This design comes from an exercise in tuning for small area, a short achievable clock period and few clock cycles per item on the open sky130 flow, not from production work. Only simulation tests tie the RTL to the original design; equivalence was not proved. Power and IR drop assume default switching activity.

==> inputs of v2 <==
## vcpu_alu
module vcpu_alu (
    input  wire        clk,
    input  wire        rst,         
    input  wire        start,
    input  wire [7:0]  opcode,
    input  wire [1:0]  size,        
    input  wire [63:0] a,           
    input  wire [63:0] b,           
    output wire        in_ready,
    output reg         done,
    output reg  [63:0] result,      
    output reg         result_we,   
    output reg  [4:0]  flags,       
    output reg  [4:0]  flags_we,    
    output reg         div_zero     
);
Settings: LEC_CHECK=0, ABC_CLOCK_PERIOD_IN_PS=4500, CAP_MARGIN=20, CORE_MARGIN=2, CORE_UTILIZATION=35, SETUP_SLACK_MARGIN=3.0, SLEW_MARGIN=20; clock period 7.5 ns.
run.sh (not shown) runs the stock make flow with config.mk's settings and CLKGATE_MAP_FILE= SYNTH_SCRIPT=/design/flow/synth_recipe.tcl, a recipe that flattens the netlist after the stock synthesis.
==> v20: changes against v2 <==
--- a/flow/design.v
+++ b/flow/design.v
@@ -56,15 +56,17 @@
     reg  [2:0]  x_mk;    
     reg  [2:0]  x_emk;   
     reg         x_inv;   
     reg         x_mov, x_add, x_sub, x_cmp, x_mul, x_div;
     reg         x_lsr, x_lsl, x_asr, x_asl;
     reg  [6:0]  x_lza;   
     reg  [6:0]  x_tza;   
-    reg  [5:0]  x_dsh;   
+    reg  [5:0]  x_n;     
+    reg         x_shl;   
+    reg         x_fill;  
     reg         x_bz;    
     reg         x_nge;   
     reg         x_neq;   
     reg         x_dq;    
     reg         x_swap;  
     reg         x_ml;    
     reg  [63:0] xa;      
@@ -83,69 +85,81 @@
     wire        i_asl   = (opcode == OP_ASL);
     wire        i_mul   = (opcode == OP_MUL);
     wire        i_div   = (opcode == OP_DIV);
     wire        i_as    = top_of(a, size);
     wire [63:0] i_t     = (a ^ {64{i_asl & i_as}}) & in_mask;
     wire [6:0]  i_lza, i_lzb, i_tza;
     vcpu_alu_lzc64 u_lza (.v(i_t),       .lz(i_lza));
+    wire [6:0]  i_lzd;                       
+    vcpu_alu_lzc64 u_lzd (.v(am),        .lz(i_lzd));
     vcpu_alu_lzc64 u_lzb (.v(bm),        .lz(i_lzb));
     vcpu_alu_lzc64 u_tza (.v(rev64(am)), .lz(i_tza));
+    wire        i_lsl   = (opcode == OP_LSL);
+    wire        i_lsr   = (opcode == OP_LSR);
+    wire        i_asr   = (opcode == OP_ASR);
+    wire [63:0] i_xb    = (i_lsl | i_asl) ? rev64(am) :
+                          i_div           ? rev64(bm) :
+                          i_lsr           ? am :
+                          i_asr           ? (am | ({64{i_as}} & ~in_mask)) : bm;
     wire        i_bz    = (bm == 64'd0);
     wire        i_dq    = i_bz | (am < bm);
     wire [6:0]  i_w     = width_of(size);
     reg         i_nge;
     always @(*) begin
         case (size)
             2'd0: i_nge = |bm[63:3];
             2'd1: i_nge = |bm[63:4];
             2'd2: i_nge = |bm[63:5];
             default: i_nge = |bm[63:6];
         endcase
     end
     wire        i_neq   = (bm == {57'd0, i_w});
-    wire        i_swap  = (i_lzb[6:2] > i_lza[6:2]);
+    wire        i_sha   = (i_lzd >= 7'd60);
+    wire        i_shb   = (i_lzb >= 7'd60);
+    wire        i_swap  = ~i_sha & (i_shb | (i_lzb[6:2] > i_lzd[6:2]));
     wire        idle  = (st == S_IDLE);
     wire        divi  = (st == S_DIV);
     wire [63:0] mask  = {{32{x_mk[2]}}, {16{x_mk[1]}}, {8{x_mk[0]}}, 8'hff};
     wire [6:0]  w7    = {x_sz[3], x_sz[2], x_sz[1], x_sz[0], 3'b000};
     wire [63:0] av    = xa & mask;
     wire        a_s   = top1(xa, x_sz);
     wire        b_s   = top1(xb, x_sz);
     wire        inv   = x_inv;
     wire [63:0] emask = {{32{x_emk[2]}}, {16{x_emk[1]}}, {8{x_emk[0]}}, 8'hff};
     wire [63:0] a_op  = xa & emask;
     wire [63:0] b_op  = (xb ^ {64{inv}}) & emask;
-    wire [64:0] sum   = {1'b0, a_op} + {1'b0, b_op} + {64'd0, inv};
+    wire [65:0] sum2  = {1'b0, a_op, 1'b1} + {1'b0, b_op, inv};
+    wire [64:0] sum   = sum2[65:1];
     wire        c_w   = (sum[8] & x_sz[0]) | (sum[16] & x_sz[1]) |
                         (sum[32] & x_sz[2]) | (sum[64] & x_sz[3]);   
     wire        s_s   = top1(sum[63:0], x_sz);
     wire [63:0] z_p   = a_op ^ b_op;
     wire [63:0] z_k   = {a_op[62:0] | b_op[62:0], inv};
     wire        s_z   = &((z_p ~^ z_k) | ~mask);
     wire        ar_v  = (a_s == top1(b_op, x_sz)) & (s_s != a_s);
-    wire        sh_left = x_lsl | x_asl | x_div;
-    wire        fill   = x_asr & a_s;
-    wire [63:0] sh_in  = x_div ? rev64(xb) : sh_left ? rev64(av) : (av | ({64{fill}} & ~mask));
-    wire [5:0]  sh_amt = x_div ? x_dsh : xb[5:0];
+    wire        sh_left = x_shl;
+    wire        fill   = x_fill;
+    wire [63:0] sh_in  = xb;
+    wire [5:0]  sh_amt = x_n;
     wire signed [65:0] sh_x = {fill, sh_in, 1'b0};
     wire [65:0] sh_y   = sh_x >>> sh_amt;
     wire [63:0] sh_o   = sh_left ? rev64(sh_y[64:1]) : sh_y[64:1];
     wire        c_lft  = (sh_y[56] & x_sz[0]) | (sh_y[48] & x_sz[1]) |
                          (sh_y[32] & x_sz[2]) | (sh_y[0] & x_sz[3]);
     wire        x_left = x_lsl | x_asl;
     wire        sh_c   = x_nge ? (x_asr ? a_s : (x_neq & (x_lsr ? a_s : xa[0])))
                                : (x_left ? c_lft : sh_y[0]);
-    wire [63:0] sh_r   = x_nge ? ({64{fill}} & mask) : (sh_o & mask);
-    wire [7:0]  lza_n  = {1'b0, x_lza} + {2'b0, xb[5:0]};
-    wire [7:0]  tza_n  = {1'b0, x_tza} + {2'b0, xb[5:0]};
+    wire [63:0] sh_r   = x_nge ? {64{fill}} : sh_o;         
+    wire [7:0]  lza_n  = {1'b0, x_lza} + {2'b0, x_n};
+    wire [7:0]  tza_n  = {1'b0, x_tza} + {2'b0, x_n};
     wire        sh_n   = x_left ? (~x_nge & top1(sh_o, x_sz))
                                 : (x_asr ? a_s : (a_s & x_bz));
     wire        sh_z   = x_left ? (x_nge | (tza_n >= {1'b0, w7}))
                                 : (~fill & (x_nge | (lza_n >= 8'd64)));
-    wire [6:0]  v_lim  = {1'b0, xb[5:0]} + (7'd64 - w7);
+    wire [6:0]  v_lim  = {1'b0, x_n} + (7'd64 - w7);
     wire        asl_v  = ~x_bz & (x_nge ? (a_s | ~x_lza[6]) : (x_lza <= v_lim));
     wire        mfirst = idle;               
     wire [63:0] m_a    = mfirst ? (x_swap ? xb : av) : pa;
     wire [63:0] m_b    = mfirst ? (x_swap ? av : xb) : qb;
     wire [63:0] m_s    = mfirst ? 64'd0 : xa;
     wire [63:0] m_c    = mfirst ? 64'd0 : xb;
     wire [63:0] r0 = m_a[0] ? m_b         : 64'd0;
@@ -171,51 +185,53 @@
     wire [63:0] m_an   = {4'd0, m_a[63:4]};
     wire        m_last = mfirst ? x_ml : (pa[63:4] == 60'd0);
     wire        m_ovf  = lost | c_w | |((xa | xb) & ~mask);
     wire        d_neg  = xs ^ inv ^ sum[64];
     wire        q_bit  = ~d_neg;
     wire [63:0] q_new  = {pa[62:0], q_bit};
     wire        q_n    = top1(q_new, x_sz);
-    reg  [63:0] r_val;           
-    always @(*) begin
-        if (st == S_MULF)       r_val = sum[63:0];
-        else if (divi)          r_val = q_new;
-        else if (x_mov)         r_val = xb;
-        else if (x_add | x_sub) r_val = sum[63:0];
-        else if (x_lsr | x_lsl | x_asr | x_asl) r_val = sh_r;
-        else if (x_div & ~x_bz) r_val = 64'd0;
-        else                    r_val = xa;
-    end
-    wire        r_up   = ~idle;          
-    wire [63:0] merged = ((r_up ? result : xa) & ~mask) | (r_val & mask);
     wire        x_shift  = x_lsr | x_lsl | x_asr | x_asl;
     wire        m_step   = (idle & x_v & x_mul) | (st == S_MUL);
     wire        d_setup  = idle & x_v & x_div & ~x_dq;
     wire        d_step   = divi & (cnt != 6'd0);
     wire        d_last   = divi & (cnt == 6'd0);
+    integer     k;
+    wire        rs_sum = (st == S_MULF) | (idle & (x_add | x_sub));
+    wire        rs_q   = divi;
+    wire        rs_b   = idle & x_mov;
+    wire        rs_sh  = idle & (x_lsr | x_lsl | x_asr | x_asl);
+    wire        rs_a   = idle & ~(x_mov | x_add | x_sub | x_lsr | x_lsl | x_asr | x_asl | (x_div & ~x_bz));
+    wire [63:0] r_val  = ({64{rs_sum}} & sum[63:0]) | ({64{rs_q}} & q_new) | ({64{rs_b}} & xb) |
+                         ({64{rs_sh}} & sh_r) | ({64{rs_a}} & xa);
+    wire [63:0] merged = (xa & ~mask) | (r_val & mask);
+    wire        r_fin  = (st == S_MULF) | d_last;
+    wire [63:0] r_en   = {{32{idle | (r_fin & x_mk[2])}}, {16{idle | (r_fin & x_mk[1])}},
+                          {8{idle | (r_fin & x_mk[0])}}, {8{idle | r_fin}}};
     always @(posedge clk) begin
         x_mov  <= (opcode == OP_MOV);
         x_add  <= (opcode == OP_ADD);
         x_sub  <= (opcode == OP_SUB);
         x_cmp  <= (opcode == OP_CMP);
         x_mul  <= i_mul;
         x_div  <= i_div;
         x_lsr  <= (opcode == OP_LSR);
         x_lsl  <= (opcode == OP_LSL);
         x_asr  <= (opcode == OP_ASR);
         x_asl  <= i_asl;
         x_lza  <= i_lza;
         x_tza  <= i_tza;
-        x_dsh  <= i_lzb[5:0] - i_lza[5:0];
+        x_n    <= i_div ? (i_lzb[5:0] - i_lzd[5:0]) : bm[5:0];
+        x_shl  <= i_lsl | i_asl | i_div;
+        x_fill <= i_asr & i_as;
         x_bz   <= i_bz;
         x_nge  <= i_nge;
         x_neq  <= i_neq;
         x_dq   <= i_dq;
         x_swap <= i_swap;
-        x_ml   <= (i_lza >= 7'd60) | (i_lzb >= 7'd60);
+        x_ml   <= i_sha | i_shb;
         if (acc) begin
             x_sz   <= {size == 2'd3, size == 2'd2, size == 2'd1, size == 2'd0};
             x_mk   <= {size == 2'd3, size[1], size != 2'd0};
         end
         if (d_setup | d_step) begin
             x_emk <= 3'b111;
             x_inv <= d_setup | ~d_neg;
@@ -231,24 +247,25 @@
         if (d_step)      xa <= sum[63:0];
         else if (m_step) xa <= m_sn;
         else if (d_setup) xa <= av;                     
         else             xa <= a;
         if (d_step)      xb <= {1'b0, xb[63:1]};
         else if (m_step) xb <= m_cn;
         else if (d_setup) xb <= sh_o;                   
-        else             xb <= bm;
+        else             xb <= i_xb;
         xs    <= divi & d_neg;
         if (m_step)      pa <= m_an;
         else if (divi)   pa <= q_new;
         else             pa <= 64'd0;
         qb    <= {m_b[59:0], 4'd0};
         lost  <= ((st == S_MUL) & lost) | m_drop;
         blost <= ((st == S_MUL) & blost) | (|m_b[63:60]);
-        cnt   <= divi ? cnt - 6'd1 : x_dsh;
-        if (idle | (st == S_MULF) | d_last) result <= merged;
+        cnt   <= divi ? cnt - 6'd1 : x_n;
+        for (k = 0; k < 64; k = k + 1)
+            if (r_en[k]) result[k] <= merged[k];
         result_we <= ~idle | x_mov | x_add | x_sub | x_shift | (x_div & ~x_bz);
         flags_we  <= ~idle ? 5'b11111 : x_mov ? 5'b01100 :
                      (x_add | x_sub | x_cmp | x_shift | (x_div & ~x_bz)) ? 5'b11111 : 5'b00000;
         div_zero  <= idle & x_div & x_bz;
         if (st == S_MULF)
             flags <= {m_ovf, s_s, s_z, m_ovf, m_ovf};
         else if (divi)
@@ -282,15 +299,15 @@
                     done <= ~x_mul & ~(x_div & ~x_dq);
                     if (x_mul) begin
                         st  <= m_last ? S_MULF : S_MUL;
                         rdy <= m_last;
                     end
                     if (x_div & ~x_dq) begin
                         st  <= S_DIV;
-                        rdy <= (x_dsh == 6'd0);
+                        rdy <= (x_n == 6'd0);
                     end
                 end
             end
             S_MUL: begin
                 if (m_last) begin
                     st  <= S_MULF;
                     rdy <= 1'b1;
==> flow/config.mk (replaced) <==
export PLATFORM = sky130hd
export DESIGN_NAME = vcpu_alu
export DESIGN_NICKNAME = vcpu_alu
export VERILOG_FILES = /design/flow/design.v
export SDC_FILE = /design/flow/constraint.sdc
export NUM_CORES = 4
export LEC_CHECK = 0
export ABC_CLOCK_PERIOD_IN_PS = 4500
export CAP_MARGIN = 20
export CORE_MARGIN = 2
export CORE_UTILIZATION = 30
export SETUP_SLACK_MARGIN = 3.0
export SLEW_MARGIN = 20
==> notes <==
- v2 went through all stages and came out clean. v20 finished with timing, DRC and antenna clean.
- Against v2, the hold slack of v20 is lower by 0.019 ns.
- Between v2 and v20, the lower critical path depth is in v20 (gap 2).
- In v2 the global-route usage is higher than in v20, by 12 points.
- Against v20, the sequential cell count of v2 is lower by 2.
- Of v20 and v2, v2 has the higher first-iteration DRC count (gap 18%, measured against v2).
- Of v2 and v20, v20 has the higher register-to-register slack (gap 0.23 ns).
- In v2 the utilization is higher than in v20, by 7.1 points.
- Total power: v20 is smaller than v2 (about 70%).
Testbench counts of v2, summed over its fixed seeds: cycles 28,654, ops 12,000.
Testbench counts of v20, summed over its fixed seeds: cycles 28,654, ops 12,000.


==> run a <==
Another version of the RTL of vcpu_alu (not shown whole).
Design vcpu_alu, start of the top module:
module vcpu_alu (
    input  wire        clk,
    input  wire        rst,         
    input  wire        start,
    input  wire [7:0]  opcode,
    input  wire [1:0]  size,        
    input  wire [63:0] a,           
    input  wire [63:0] b,           
    output wire        in_ready,
    output reg         done,
    output reg  [63:0] result,      
    output reg         result_we,   
    output reg  [4:0]  flags,       
    output reg  [4:0]  flags_we,    
    output reg         div_zero     
);
    localparam [7:0] OP_LSR = 8'h10, OP_LSL = 8'h11, OP_ASR = 8'h12, OP_ASL = 8'h13;
    localparam [7:0] OP_MOV = 8'h20, OP_ADD = 8'h21, OP_SUB = 8'h22, OP_MUL = 8'h23;
    localparam [7:0] OP_DIV = 8'h24, OP_CMP = 8'h25;
    localparam [1:0] S_IDLE = 2'd0, S_MUL = 2'd1, S_MULF = 2'd2, S_DIV = 2'd3;
    function [63:0] mask_of(input [1:0] s);
        case (s)
            2'd0: mask_of = 64'h0000_0000_0000_00ff;
            2'd1: mask_of = 64'h0000_0000_0000_ffff;
            2'd2: mask_of = 64'h0000_0000_ffff_ffff;
            default: mask_of = 64'hffff_ffff_ffff_ffff;
        endcase
    endfunction
    function top_of(input [63:0] v, input [1:0] s);    
        case (s)
            2'd0: top_of = v[7];
            2'd1: top_of = v[15];
            2'd2: top_of = v[31];
            default: top_of = v[63];
        endcase
    endfunction
    function top1(input [63:0] v, input [3:0] z);      
        top1 = (v[7] & z[0]) | (v[15] & z[1]) | (v[31] & z[2]) | (v[63] & z[3]);
    endfunction
    function [6:0] width_of(input [1:0] s);
        case (s)
            2'd0: width_of = 7'd8;
            2'd1: width_of = 7'd16;
            2'd2: width_of = 7'd32;
            default: width_of = 7'd64;
        endcase
    endfunction
    function [63:0] rev64(input [63:0] v);
        integer i;
        for (i = 0; i < 64; i = i + 1) rev64[i] = v[63 - i];
    endfunction
    reg  [1:0]  st;
    reg         rdy;
    reg         x_v;                         
    reg  [3:0]  x_sz;    
  ...
Settings: LEC_CHECK=0, ABC_CLOCK_PERIOD_IN_PS=4500, CAP_MARGIN=20, CORE_MARGIN=2, CORE_UTILIZATION=30, SETUP_SLACK_MARGIN=3.0, SLEW_MARGIN=20; clock period 7.5 ns.
==> run b: changes against run a <==
--- a/flow/design.v
+++ b/flow/design.v
@@ -13,15 +13,15 @@
     output reg  [4:0]  flags,       
     output reg  [4:0]  flags_we,    
     output reg         div_zero     
 );
     localparam [7:0] OP_LSR = 8'h10, OP_LSL = 8'h11, OP_ASR = 8'h12, OP_ASL = 8'h13;
     localparam [7:0] OP_MOV = 8'h20, OP_ADD = 8'h21, OP_SUB = 8'h22, OP_MUL = 8'h23;
     localparam [7:0] OP_DIV = 8'h24, OP_CMP = 8'h25;
-    localparam [1:0] S_IDLE = 2'd0, S_MUL = 2'd1, S_MULF = 2'd2, S_DIV = 2'd3;
+    localparam [3:0] S_IDLE = 4'b0001, S_MUL = 4'b0010, S_MULF = 4'b0100, S_DIV = 4'b1000;
     function [63:0] mask_of(input [1:0] s);
         case (s)
             2'd0: mask_of = 64'h0000_0000_0000_00ff;
             2'd1: mask_of = 64'h0000_0000_0000_ffff;
             2'd2: mask_of = 64'h0000_0000_ffff_ffff;
             default: mask_of = 64'hffff_ffff_ffff_ffff;
         endcase
@@ -45,20 +45,19 @@
             default: width_of = 7'd64;
         endcase
     endfunction
     function [63:0] rev64(input [63:0] v);
         integer i;
         for (i = 0; i < 64; i = i + 1) rev64[i] = v[63 - i];
     endfunction
-    reg  [1:0]  st;
+    reg  [3:0]  st;
     reg         rdy;
     reg         x_v;                         
     reg  [3:0]  x_sz;    
     reg  [2:0]  x_mk;    
-    reg  [2:0]  x_emk;   
     reg         x_inv;   
     reg         x_mov, x_add, x_sub, x_cmp, x_mul, x_div;
     reg         x_lsr, x_lsl, x_asr, x_asl;
     reg  [6:0]  x_lza;   
     reg  [6:0]  x_tza;   
     reg  [5:0]  x_n;     
     reg         x_shl;   
@@ -70,15 +69,14 @@
     reg         x_d1;    
     reg         x_mz;    
     reg         x_swap;  
     reg         x_ml;    
     reg  [63:0] xa;      
     reg  [63:0] xb;      
     reg         xs;      
-    reg  [63:0] pa;      
     reg  [64:0] qb;      
     reg  [3:0]  dg_one, dg_two, dg_neg;    
     reg         xa64;    
     reg         xb64;    
     reg         m_osure; 
     reg         m_omay;  
     reg  [6:0]  x_lzb;   
@@ -99,56 +97,70 @@
     wire [6:0]  i_lzd;                       
     vcpu_alu_lzc64 u_lzd (.v(am),        .lz(i_lzd));
     vcpu_alu_lzc64 u_lzb (.v(bm),        .lz(i_lzb));
     vcpu_alu_lzc64 u_tza (.v(rev64(am)), .lz(i_tza));
     wire        i_lsl   = (opcode == OP_LSL);
     wire        i_lsr   = (opcode == OP_LSR);
     wire        i_asr   = (opcode == OP_ASR);
-    wire [63:0] i_xb    = (i_lsl | i_asl) ? rev64(am) :
+    wire        i_subc  = (opcode == OP_SUB) | (opcode == OP_CMP);
+    wire [63:0] i_xb    = i_subc          ? (~b & in_mask) :
+                          (i_lsl | i_asl) ? rev64(am) :
                           i_div           ? rev64(bm) :
                           i_lsr           ? am :
                           i_asr           ? (am | ({64{i_as}} & ~in_mask)) : bm;
     wire        i_bz    = (bm == 64'd0);
-    wire        i_dq    = i_bz | (am < bm);
+    wire        i_alt;
+    vcpu_alu_lt64 u_lt (.a(am), .b(bm), .lt(i_alt));
+    wire        i_dq    = i_bz | i_alt;
     wire        i_d1    = (i_lzd == i_lzb);             
-    wire        i_mz    = i_lzd[6] | i_bz;              
+    wire        i_mz    = ~|i_anz | i_bz;               
     wire [6:0]  i_w     = width_of(size);
     reg         i_nge;
     always @(*) begin
         case (size)
             2'd0: i_nge = |bm[63:3];
             2'd1: i_nge = |bm[63:4];
             2'd2: i_nge = |bm[63:5];
             default: i_nge = |bm[63:6];
         endcase
     end
     wire        i_neq   = (bm == {57'd0, i_w});
-    wire        i_sha   = (i_lzd >= 7'd57);
-    wire        i_shb   = (i_lzb >= 7'd57);
-    wire        i_swap  = ~i_sha & (i_shb | (i_lzb[6:3] > i_lzd[6:3]));
+    wire [7:0]  i_anz, i_bnz;                
+    genvar bi;
+    generate
+        for (bi = 0; bi < 8; bi = bi + 1) begin : g_nz
+            assign i_anz[bi] = |am[8*bi+7:8*bi];
+            assign i_bnz[bi] = |bm[8*bi+7:8*bi];
+        end
+    endgenerate
+    wire        i_sha   = ~|am[63:7];
+    wire        i_shb   = ~|bm[63:7];
+    wire        i_swap  = ~i_sha & (i_shb | (i_bnz < i_anz));
     wire [7:0]  i_mlo   = i_swap ? bm[7:0] : am[7:0];      
-    wire        idle  = (st == S_IDLE);
-    wire        divi  = (st == S_DIV);
+    wire        idle  = st[0];
+    wire        divi  = st[3];
     wire [63:0] mask  = {{32{x_mk[2]}}, {16{x_mk[1]}}, {8{x_mk[0]}}, 8'hff};
     wire [6:0]  w7    = {x_sz[3], x_sz[2], x_sz[1], x_sz[0], 3'b000};
     wire [63:0] av    = xa & mask;
     wire        a_s   = top1(xa, x_sz);
     wire        b_s   = top1(xb, x_sz);
     wire        inv   = x_inv;
-    wire [63:0] emask = {{32{x_emk[2]}}, {16{x_emk[1]}}, {8{x_emk[0]}}, 8'hff};
-    wire [63:0] a_op  = xa & emask;
-    wire [63:0] b_op  = (xb ^ {64{inv}}) & emask;
+    wire [63:0] a_op  = xa;
+    wire [63:0] b_op  = xb;
     wire [65:0] sum2  = {1'b0, a_op, 1'b1} + {1'b0, b_op, inv};
     wire [64:0] sum   = sum2[65:1];
-    wire        c_w   = (sum[8] & x_sz[0]) | (sum[16] & x_sz[1]) |
-                        (sum[32] & x_sz[2]) | (sum[64] & x_sz[3]);   
+    wire [63:0] c_x   = sum[63:0] ^ xa ^ xb;
+    wire        c_w   = (c_x[8] & x_sz[0]) | (c_x[16] & x_sz[1]) |
+                        (c_x[32] & x_sz[2]) | (sum[64] & x_sz[3]);
     wire        s_s   = top1(sum[63:0], x_sz);
     wire [63:0] z_p   = a_op ^ b_op;
     wire [63:0] z_k   = {a_op[62:0] | b_op[62:0], inv};
-    wire        s_z   = &((z_p ~^ z_k) | ~mask);
+    wire [63:0] z_e   = z_p ~^ z_k;
+    wire        s_z   = (&z_e[7:0]) & ((&z_e[15:8]) | ~x_mk[0]) & ((&z_e[31:16]) | ~x_mk[1]) &
+                        ((&z_e[63:32]) | ~x_mk[2]);
     wire        ar_v  = (a_s == top1(b_op, x_sz)) & (s_s != a_s);
     wire        sh_left = x_shl;
     wire        fill   = x_fill;
     wire [63:0] sh_in  = xb;
     wire [5:0]  sh_amt = x_n;
     wire signed [65:0] sh_x = {fill, sh_in, 1'b0};
     wire [65:0] sh_y   = sh_x >>> sh_amt;
@@ -164,15 +176,15 @@
     wire        sh_n   = x_left ? (~x_nge & top1(sh_o, x_sz))
                                 : (x_asr ? a_s : (a_s & x_bz));
     wire        sh_z   = x_left ? (x_nge | (tza_n >= {1'b0, w7}))
                                 : (~fill & (x_nge | (lza_n >= 8'd64)));
     wire [6:0]  v_lim  = {1'b0, x_n} + (7'd64 - w7);
     wire        asl_v  = ~x_bz & (x_nge ? (a_s | ~x_lza[6]) : (x_lza <= v_lim));
     wire        mfirst = idle;               
-    wire [63:0] m_a    = mfirst ? (x_swap ? xb : av) : pa;
+    wire [63:0] m_a    = mfirst ? (x_swap ? xb : av) : (result & mask);    
     wire [64:0] m_b    = mfirst ? {1'b0, (x_swap ? av : xb)} : qb;
     wire [64:0] m_s    = mfirst ? 65'd0 : {xa64, xa};
     wire [64:0] m_c    = mfirst ? 65'd0 : {xb64, xb};
     wire [64:0] br0, br1, br2, br3;
     vcpu_alu_booth #(0) u_b0 (.one(dg_one[0]), .two(dg_two[0]), .neg(dg_neg[0]), .b(m_b), .r(br0));
     vcpu_alu_booth #(2) u_b1 (.one(dg_one[1]), .two(dg_two[1]), .neg(dg_neg[1]), .b(m_b), .r(br1));
     vcpu_alu_booth #(4) u_b2 (.one(dg_one[2]), .two(dg_two[2]), .neg(dg_neg[2]), .b(m_b), .r(br2));
@@ -182,26 +194,26 @@
     vcpu_alu_csa u_l1a (.x(m_s), .y(m_c), .z(br0), .s(l1s0), .c(l1c0));
     vcpu_alu_csa u_l1b (.x(br1), .y(br2), .z(br3), .s(l1s1), .c(l1c1));
     vcpu_alu_csa u_l2  (.x(l1s0), .y({l1c0[63:0], bneg[0]}), .z(l1s1), .s(l2s), .c(l2c));
     vcpu_alu_csa u_l3  (.x(l2s), .y({l2c[63:0], bneg[2]}), .z({l1c1[63:0], bneg[1]}), .s(l3s), .c(l3c));
     wire [64:0] m_sn = l3s;
     wire [64:0] m_cn = {l3c[63:0], bneg[3]};
     wire [63:0] m_an   = {8'd0, m_a[63:8]};
-    wire        m_last = mfirst ? x_ml : (pa[63:7] == 57'd0);
+    wire        m_last = mfirst ? x_ml : (m_a[63:7] == 57'd0);
     wire [7:0]  m_lzs  = {1'b0, x_lzd} + {1'b0, x_lzb};
     wire        m_sw   = (xa[8] & x_sz[0]) | (xa[16] & x_sz[1]) | (xa[32] & x_sz[2]) | (xa64 & x_sz[3]);
     wire        m_cw   = (xb[8] & x_sz[0]) | (xb[16] & x_sz[1]) | (xb[32] & x_sz[2]) | (xb64 & x_sz[3]);
     wire        m_pw   = m_sw ^ m_cw;        
     wire        m_ovf  = m_osure | (m_omay & (m_pw ^ c_w));
     wire        d_neg  = xs ^ inv ^ sum[64];
     wire        q_bit  = ~d_neg;
-    wire [63:0] q_new  = {pa[62:0], q_bit};
+    wire [63:0] q_new  = {result[62:0], q_bit};   
     wire        q_n    = top1(q_new, x_sz);
     wire        x_shift  = x_lsr | x_lsl | x_asr | x_asl;
-    wire        m_step   = (idle & x_v & x_mul & ~x_mz) | (st == S_MUL);
+    wire        m_step   = (idle & x_v & x_mul & ~x_mz) | st[1];
     wire        d_setup  = idle & x_v & x_div & ~x_dq & ~x_d1;
     wire        d_step   = divi & (cnt != 6'd0);
     wire        d_last   = divi & (cnt == 6'd0);
     wire [8:0]  dn_g   = m_step ? m_a[15:7] : {i_mlo, 1'b0};
     wire [3:0]  dn_one, dn_two, dn_neg;
     genvar gi;
     generate
@@ -209,25 +221,25 @@
             assign dn_one[gi] = dn_g[2*gi+1] ^ dn_g[2*gi];
             assign dn_two[gi] = (dn_g[2*gi+2] & ~dn_g[2*gi+1] & ~dn_g[2*gi]) |
                                 (~dn_g[2*gi+2] & dn_g[2*gi+1] & dn_g[2*gi]);
             assign dn_neg[gi] = dn_g[2*gi+2] & ~(dn_g[2*gi+1] & dn_g[2*gi]);
         end
     endgenerate
     integer     k;
-    wire        rs_sum = (st == S_MULF) | (idle & (x_add | x_sub));
+    wire        rs_sum = st[2] | (idle & (x_add | x_sub));
     wire        rs_q   = divi;
     wire        rs_b   = idle & x_mov;
     wire        rs_sh  = idle & (x_lsr | x_lsl | x_asr | x_asl);
     wire        rs_one = idle & x_div & ~x_dq & x_d1;
-    wire        rs_a   = idle & ~(x_mov | x_add | x_sub | x_lsr | x_lsl | x_asr | x_asl |
-                                  (x_div & ~x_bz & (x_dq | x_d1)) | (x_mul & x_mz));
+    wire        rs_man = m_step;
+    wire        rs_a   = idle & ~(x_mov | x_add | x_sub | x_lsr | x_lsl | x_asr | x_asl | x_mul | (x_div & ~x_bz));
     wire [63:0] r_val  = ({64{rs_sum}} & sum[63:0]) | ({64{rs_q}} & q_new) | ({64{rs_b}} & xb) |
-                         ({64{rs_sh}} & sh_r) | ({64{rs_a}} & xa) | {63'd0, rs_one};
+                         ({64{rs_sh}} & sh_r) | ({64{rs_a}} & xa) | ({64{rs_man}} & m_an) | {63'd0, rs_one};
     wire [63:0] merged = (xa & ~mask) | (r_val & mask);
-    wire        r_fin  = (st == S_MULF) | d_last;
+    wire        r_fin  = ~idle;     
     wire [63:0] r_en   = {{32{idle | (r_fin & x_mk[2])}}, {16{idle | (r_fin & x_mk[1])}},
                           {8{idle | (r_fin & x_mk[0])}}, {8{idle | r_fin}}};
     always @(posedge clk) begin
         x_mov  <= (opcode == OP_MOV);
         x_add  <= (opcode == OP_ADD);
         x_sub  <= (opcode == OP_SUB);
         x_cmp  <= (opcode == OP_CMP);
@@ -238,52 +250,45 @@
         x_asr  <= (opcode == OP_ASR);
         x_asl  <= i_asl;
         x_lza  <= i_lza;
         x_tza  <= i_tza;
         x_n    <= i_div ? (i_lzb[5:0] - i_lzd[5:0]) : bm[5:0];
         x_shl  <= i_lsl | i_asl | i_div;
         x_fill <= i_asr & i_as;
-        x_lzd  <= i_lzd;
         x_bz   <= i_bz;
         x_nge  <= i_nge;
         x_neq  <= i_neq;
         x_dq   <= i_dq;
         x_d1   <= i_d1;
         x_mz   <= i_mz;
         x_swap <= i_swap;
-        x_ml   <= (i_lzd >= 7'd57) | (i_lzb >= 7'd57);
+        x_ml   <= i_sha | i_shb;
         x_lzb  <= i_lzb;
+        x_lzd  <= i_lzd;
         if (acc) begin
             x_sz   <= {size == 2'd3, size == 2'd2, size == 2'd1, size == 2'd0};
             x_mk   <= {size == 2'd3, size[1], size != 2'd0};
         end
-        if (d_setup | d_step) begin
-            x_emk <= 3'b111;
+        if (d_setup | d_step)
             x_inv <= d_setup | ~d_neg;
-        end else if (acc) begin
-            x_emk <= {size == 2'd3, size[1], size != 2'd0};
-            x_inv <= (opcode == OP_SUB) | (opcode == OP_CMP);
-        end else begin
-            x_emk <= x_mk;
+        else if (acc)
+            x_inv <= i_subc;
+        else
             x_inv <= 1'b0;
-        end
     end
     always @(posedge clk) begin
         if (d_step)      xa <= sum[63:0];
         else if (m_step) xa <= m_sn[63:0];
         else if (d_setup) xa <= av;                     
         else             xa <= a;
-        if (d_step)      xb <= {1'b0, xb[63:1]};
+        if (d_step)      xb <= {1'b0, xb[63:1]} ^ {~d_neg, {63{x_inv ^ ~d_neg}}};
         else if (m_step) xb <= m_cn[63:0];
-        else if (d_setup) xb <= sh_o;                   
+        else if (d_setup) xb <= ~sh_o;                  
         else             xb <= i_xb;
         xs    <= divi & d_neg;
-        if (m_step)      pa <= m_an;
-        else if (divi)   pa <= q_new;
-        else             pa <= 64'd0;
         qb    <= {m_b[56:0], 8'd0};
         dg_one <= dn_one;
         dg_two <= dn_two;
         dg_neg <= dn_neg;
         xa64  <= m_sn[64];
         xb64  <= m_cn[64];
         if (idle) begin
@@ -293,15 +298,15 @@
         cnt   <= divi ? cnt - 6'd1 : x_n;
         for (k = 0; k < 64; k = k + 1)
             if (r_en[k]) result[k] <= merged[k];
         result_we <= ~idle | x_mov | x_add | x_sub | x_shift | (x_div & ~x_bz) | x_mul;
         flags_we  <= ~idle ? 5'b11111 : x_mov ? 5'b01100 :
                      (x_add | x_sub | x_cmp | x_shift | (x_div & ~x_bz) | x_mul) ? 5'b11111 : 5'b00000;
         div_zero  <= idle & x_div & x_bz;
-        if (st == S_MULF)
+        if (st[2])
             flags <= {m_ovf, s_s, s_z, m_ovf, m_ovf};
         else if (divi)
             flags <= {1'b0, q_n, 1'b0, 2'b00};
         else if (x_mov)
             flags <= {1'b0, b_s, x_bz, 2'b00};
         else if (x_add)
             flags <= {c_w, s_s, s_z, ar_v, c_w};
@@ -321,41 +326,41 @@
             st   <= S_IDLE;
             rdy  <= 1'b1;
             x_v  <= 1'b0;
             done <= 1'b0;
         end else begin
             x_v  <= acc;
             done <= 1'b0;
-            case (st)
-            S_IDLE: begin
+            case (1'b1)
+            st[0]: begin
                 rdy <= 1'b1;
                 if (x_v) begin
                     done <= ~(x_mul & ~x_mz) & ~(x_div & ~x_dq & ~x_d1);
                     if (x_mul & ~x_mz) begin
                         st  <= m_last ? S_MULF : S_MUL;
                         rdy <= m_last;
                     end
                     if (x_div & ~x_dq & ~x_d1) begin
                         st  <= S_DIV;
                         rdy <= (x_n == 6'd0);
                     end
                 end
             end
-            S_MUL: begin
+            st[1]: begin
                 if (m_last) begin
                     st  <= S_MULF;
                     rdy <= 1'b1;
                 end
             end
-            S_MULF: begin
+            st[2]: begin
                 done <= 1'b1;
                 st   <= S_IDLE;
                 rdy  <= 1'b1;
             end
-            S_DIV: begin
+            st[3]: begin
                 if (cnt == 6'd1) rdy <= 1'b1;
                 if (cnt == 6'd0) begin
                     done <= 1'b1;
                     st   <= S_IDLE;
                 end
             end
             endcase
@@ -412,7 +417,44 @@
     input  wire [64:0] b,
     output wire [64:0] r
 );
     wire [64:0] b1 = b << SH;
     wire [64:0] b2 = b << (SH + 1);
     assign r = (({65{one}} & b1) | ({65{two}} & b2)) ^ {65{neg}};
 endmodule
+module vcpu_alu_lt64 (
+    input  wire [63:0] a,
+    input  wire [63:0] b,
+    output wire        lt
+);
+    wire [63:0] g0 = a & ~b;
+    wire [63:0] l0 = ~a & b;
+    wire [31:0] g1, l1;
+    wire [15:0] g2, l2;
+    wire [7:0]  g3, l3;
+    wire [3:0]  g4, l4;
+    wire [1:0]  g5, l5;
+    genvar i;
+    generate
+        for (i = 0; i < 32; i = i + 1) begin : c1
+            assign g1[i] = g0[2*i+1] | (~l0[2*i+1] & g0[2*i]);
+            assign l1[i] = l0[2*i+1] | (~g0[2*i+1] & l0[2*i]);
+        end
+        for (i = 0; i < 16; i = i + 1) begin : c2
+            assign g2[i] = g1[2*i+1] | (~l1[2*i+1] & g1[2*i]);
+            assign l2[i] = l1[2*i+1] | (~g1[2*i+1] & l1[2*i]);
+        end
+        for (i = 0; i < 8; i = i + 1) begin : c3
+            assign g3[i] = g2[2*i+1] | (~l2[2*i+1] & g2[2*i]);
+            assign l3[i] = l2[2*i+1] | (~g2[2*i+1] & l2[2*i]);
+        end
+        for (i = 0; i < 4; i = i + 1) begin : c4
+            assign g4[i] = g3[2*i+1] | (~l3[2*i+1] & g3[2*i]);
+            assign l4[i] = l3[2*i+1] | (~g3[2*i+1] & l3[2*i]);
+        end
+        for (i = 0; i < 2; i = i + 1) begin : c5
+            assign g5[i] = g4[2*i+1] | (~l4[2*i+1] & g4[2*i]);
+            assign l5[i] = l4[2*i+1] | (~g4[2*i+1] & l4[2*i]);
+        end
+    endgenerate
+    assign lt = l5[1] | (~g5[1] & l5[0]);
+endmodule
ABC_CLOCK_PERIOD_IN_PS = default   (was 4500)
CORE_UTILIZATION = 38   (was 30)
==> summary.txt <==
----------------------------------------------------
[Status]
  Run status ... timing/DRC/antenna clean

[Clock network]
  Number of buffers added by the clock tree synthesis step ... 52

[Synthesis]
  Fraction of the mapped netlist area in compound gates ... 0.2575
  Fraction of the mapped netlist area in adder cells ... 0.1574

[Setup path]
  Critical path class ... in -> reg
  Depth of the most critical reg-to-reg path ... 13
  Crit path cell chain ... buf_8, or4_4, a21boi_4, nand3_4, o311a_4, a2bb2oi_4, inv_2, ha_4, nand4b_1, o21ai_1, inv_1, a211oi_4, nor2_4, buf_6, o211ai_4, o211ai_1, mux2i_1
  Max FO, Critical Path ... 6

[Pwr]
  Overall power ... 0.03844 W
  Net Sw Power ... 0.02126 W
  Leakage power ... 25.79 nW

[Place]
  Number of cells after detailed placement ... 9014

[Detailed routing]
  Detailed-route wire length ... 283400 um
  Number of DRC markers in iteration 0 ... 7356

[Finish]
  Multi-input combinational cell count ... 5295
  Post-layout utilization of the core ... 0.3618

[STA]
  Peak Freq ... 0.2184 GHz

----------------------------------------------------
Source of the figures above: run a

==> summary.txt <==
----------------------------------------------------
[Status]
  Run status ... timing/DRC/antenna clean

[Pwr]
  Leakage power ... 23.21 nW
  Overall power ... 0.01411 W
  Net Sw Power ... 0.007171 W

[Finish]
  Multi-input combinational cell count ... 5098
  Post-layout utilization of the core ... 0.4383

[Detailed routing]
  Detailed-route wire length ... 312500 um
  Number of DRC markers in iteration 0 ... 8787

[STA]
  Peak Freq ... 0.2127 GHz

[Setup path]
  Max FO, Critical Path ... 46
  Critical path class ... reg -> reg
  Crit path cell chain ... buf_4, buf_16, buf_12, a31oi_4, buf_4, nand2_1, nor2_4, nand3_1, o221ai_1, a221oi_1
  Depth of the most critical reg-to-reg path ... 10

[Clock network]
  Number of buffers added by the clock tree synthesis step ... 48

[Synthesis]
  Fraction of the mapped netlist area in adder cells ... 0.1528

[Place]
  Number of cells after detailed placement ... 8212

----------------------------------------------------
Source of the figures above: run b

Testbench counts of run a, summed over its fixed seeds: cycles 24,191, ops 12,000.
Testbench counts of run b, summed over its fixed seeds: cycles 24,219, ops 12,000.

==> what the ideal ports hide <==
The flow's constraints put no driver on any port. The routed layouts listed below were extracted and timed again, unchanged, in two steps. Step 1, drivers: a clkbuf_16 drives clk and a buf_2 each remaining input, both assumed. Step 2 moves the port delays by t, midway between the first and last clock arrival at a register: inputs arrive t later, outputs are due t later. That takes back most of the time a late clock gives input paths. a / b / c = ideal / step 1 / step 2; a / b = the first two.
run	t, ns	setup WS [ns]	hold WS [ns]	latest minus earliest clock arrival (ns)	worst slew at a driven data input, ns
v2	0.780	2.739 / 2.739 / 2.150	0.528 / 0.528 / 0.528	0.029 / 0.029	0.10
v20	0.758	2.916 / 2.965 / 2.207	0.508 / 0.508 / 0.508	0.053 / 0.053	0.10
run a	0.769	2.922 / 2.942 / 2.173	0.476 / 0.476 / 0.476	0.054 / 0.054	0.26
run b	0.754	2.797 / 2.797 / 2.167	0.510 / 0.510 / 0.510	0.036 / 0.037	0.08
After both steps every run listed still meets setup and hold. The setup slack of run a, which loses most, moves by +0.020 ns with the drivers and by -0.749 ns with both steps.
